What follows belongs to an exercise in optimizing a design on an open flow for small area; a production flow would make more cautious choices.
Function was checked by simulation only, so behaviour that the tests miss may differ from the original.
Power and IR drop assume default switching activity.

Design pfse_frdec4, start of the top module:
module pfse_frdec4 (
    input  wire        clk,
    input  wire        rst,
    input  wire        in_valid,
    input  wire [31:0] in_data,
    input  wire        in_last,
    input  wire [1:0]  in_nbytes,
    output wire        out_valid,
    output wire [1:0]  out_demux,       
    output wire [11:0] out_status,      
    output wire [6:0]  out_rel_id,
    output wire        out_agg,
    output wire [31:0] out_entry_id,
    output wire [31:0] out_attr2,
    output wire [31:0] out_attr3,
    output wire [31:0] out_udp_ports,   
    output wire [31:0] out_udp_lencs,   
    output wire [15:0] out_pay_off,
    output wire [15:0] out_pay_len,
    output wire [47:0] out_dmac,
    output wire [47:0] out_smac,
    output wire [31:0] out_src_ip,
    output wire [31:0] out_dst_ip,
    output wire [3:0]  out_ihl,
    output wire [7:0]  out_proto,
    output wire [15:0] out_totlen
);
Size: ~400 flip-flops, roughly 440 I/O pins, about 20000 µm² of cells after synthesis.
==> flow/config.mk <==
export PLATFORM = sky130hd
export DESIGN_NAME = pfse_frdec4
export DESIGN_NICKNAME = pfse_frdec4
export VERILOG_FILES = /design/flow/design.v
export SDC_FILE = /design/flow/constraint.sdc
export NUM_CORES = 4
export LEC_CHECK = 0
export CAP_MARGIN = 20
export CORE_MARGIN = 2
export CORE_UTILIZATION = 45
export SLEW_MARGIN = 20
==> flow/constraint.sdc <==
create_clock -name core_clock -period 24.0 [get_ports {clk}]
set_input_delay 4.8000 -clock core_clock [delete_from_list [all_inputs] [get_ports {clk}]]
set_output_delay 4.8000 -clock core_clock [all_outputs]
set_load 0.01 [all_outputs]
standard.sh (not shown) runs the stock make flow with config.mk's settings and CLKGATE_MAP_FILE= SYNTH_SCRIPT=/design/flow/synth_recipe.tcl, a recipe that flattens the netlist after the stock synthesis.
==> flow/flow/run.sh <==
#!/bin/bash
# The standard ORFS layout (standard.sh, unchanged synthesis), with two
# layout choices of its own:
#  - the port buffers use the smallest buffer cell (buf_1);
#  - the clock tree uses clkbuf_8 in small sink clusters and inserts no dummy loads.
set -euo pipefail
bash standard.sh \
  "BUFFER_PORTS_ARGS=-buffer_cell sky130_fd_sc_hd__buf_1" \
  "CTS_ARGS=-sink_clustering_enable -repair_clock_nets -dont_use_dummy_load -buf_list sky130_fd_sc_hd__clkbuf_8 -sink_clustering_size 12 -sink_clustering_max_diameter 40" \
  finish > standard_flow.log 2>&1
Rerun with:
==> flow/flow/run.sh (replaced) <==
#!/bin/bash
# The standard ORFS layout (standard.sh, unchanged synthesis), with two
# layout choices of its own:
#  - the port buffers use the smallest buffer cell (buf_1);
#  - the clock tree inserts no dummy loads.
set -euo pipefail
bash standard.sh \
  "BUFFER_PORTS_ARGS=-buffer_cell sky130_fd_sc_hd__buf_1" \
  "CTS_ARGS=-sink_clustering_enable -repair_clock_nets -dont_use_dummy_load" \
  finish > standard_flow.log 2>&1
What happened: Design area is higher by about 1.3%; non-clock buffer count does not change; critical path depth stays the same; setup slack is better by 0.060 ns; power went up by about 8%; count of clock-buffer cells in the layout decreases by 13; first-iteration DRC count is lower by 2.8%; via count stays flat; die area is unchanged.

---

Setup of rev 12:
pfse_frdec4, a different RTL version from the one above (not shown whole).
For scale: roughly 1700 cells after synthesis, about 400 flip-flops, ~440 I/O pins, ~0.020 mm² of cells after synthesis.
==> flow/config.mk <==
export PLATFORM = sky130hd
export DESIGN_NAME = pfse_frdec4
export DESIGN_NICKNAME = pfse_frdec4
export VERILOG_FILES = /design/flow/design.v
export SDC_FILE = /design/flow/constraint.sdc
export NUM_CORES = 4
export LEC_CHECK = 0
export CAP_MARGIN = 0
export CORE_MARGIN = 2
export CORE_UTILIZATION = 55
export SLEW_MARGIN = 0
==> flow/constraint.sdc <==
create_clock -name core_clock -period 24.0 [get_ports {clk}]
set_input_delay 4.8000 -clock core_clock [delete_from_list [all_inputs] [get_ports {clk}]]
set_output_delay 4.8000 -clock core_clock [all_outputs]
set_load 0.01 [all_outputs]
==> flow/flow/run.sh <==
#!/bin/bash
# The standard ORFS layout (standard.sh, unchanged synthesis), with two
# layout choices of its own:
#  - the port buffers use the smallest buffer cell (buf_1);
#  - the clock tree uses clkbuf_4 in small sink clusters and inserts no dummy loads.
set -euo pipefail
bash standard.sh \
  "BUFFER_PORTS_ARGS=-buffer_cell sky130_fd_sc_hd__buf_1" \
  "CTS_ARGS=-sink_clustering_enable -repair_clock_nets -dont_use_dummy_load -buf_list sky130_fd_sc_hd__clkbuf_4 -sink_clustering_size 8 -sink_clustering_max_diameter 40" \
  finish > standard_flow.log 2>&1
#### Input delta (rev 13 over rev 12)
--- a/flow/config.mk
+++ b/flow/config.mk
@@ -6,6 +6,6 @@
 export NUM_CORES = 4
 export LEC_CHECK = 0
-export CAP_MARGIN = 0
+export CAP_MARGIN = 20
 export CORE_MARGIN = 2
 export CORE_UTILIZATION = 55
-export SLEW_MARGIN = 0
+export SLEW_MARGIN = 20
--- outcome ---
Rev 13 finished end to end and its layout was clean on timing, DRC and antenna.
Rev 13 vs. rev 12: share of cells above drive strength 1 shows no meaningful change, worst supply voltage drop on vdd has remained practically unchanged.
Going from rev 12 to rev 13, leakage power figure closely matched the old numbers, highest attainable clock frequency closely matched the old numbers.
Re clock buffer count in the final layout: no difference whatsoever between rev 12 and rev 13.

==> static timing again, ports no longer ideal <==
In the flow no input, the clock included, has a driving cell. The finished layouts below were timed again as built, in two steps. Step 1 (the two cells are an assumption about what drives the block):
set clk [get_ports {clk}]
set_driving_cell -lib_cell sky130_fd_sc_hd__clkbuf_16 $clk
set_driving_cell -lib_cell sky130_fd_sc_hd__buf_2 [delete_from_list [all_inputs] $clk]
Step 2 moves the port delays by t, midway between the first and last clock arrival at a register: inputs arrive t later, outputs are due t later. That takes back most of the time a late clock gives input paths. Three values: ideal ports, drivers, drivers and shift; two values: the first two.
run	shift t [ns]	setup slack, ns	worst setup path at the end	slew at the worst register clock pin (ns)	cell pins on the clock port's net
the first run of note 1	0.684	5.051 / 4.997 / 5.681	register to output	0.09 / 0.09	1
the second run of note 1	0.607	5.111 / 5.051 / 5.658	register to output	0.06 / 0.06	1
rev 12	0.801	4.207 / 4.158 / 4.959	register to output	0.10 / 0.10	1
rev 13	0.792	4.154 / 4.106 / 4.898	register to output	0.09 / 0.09	1
After both steps setup and hold are still met in every run listed.
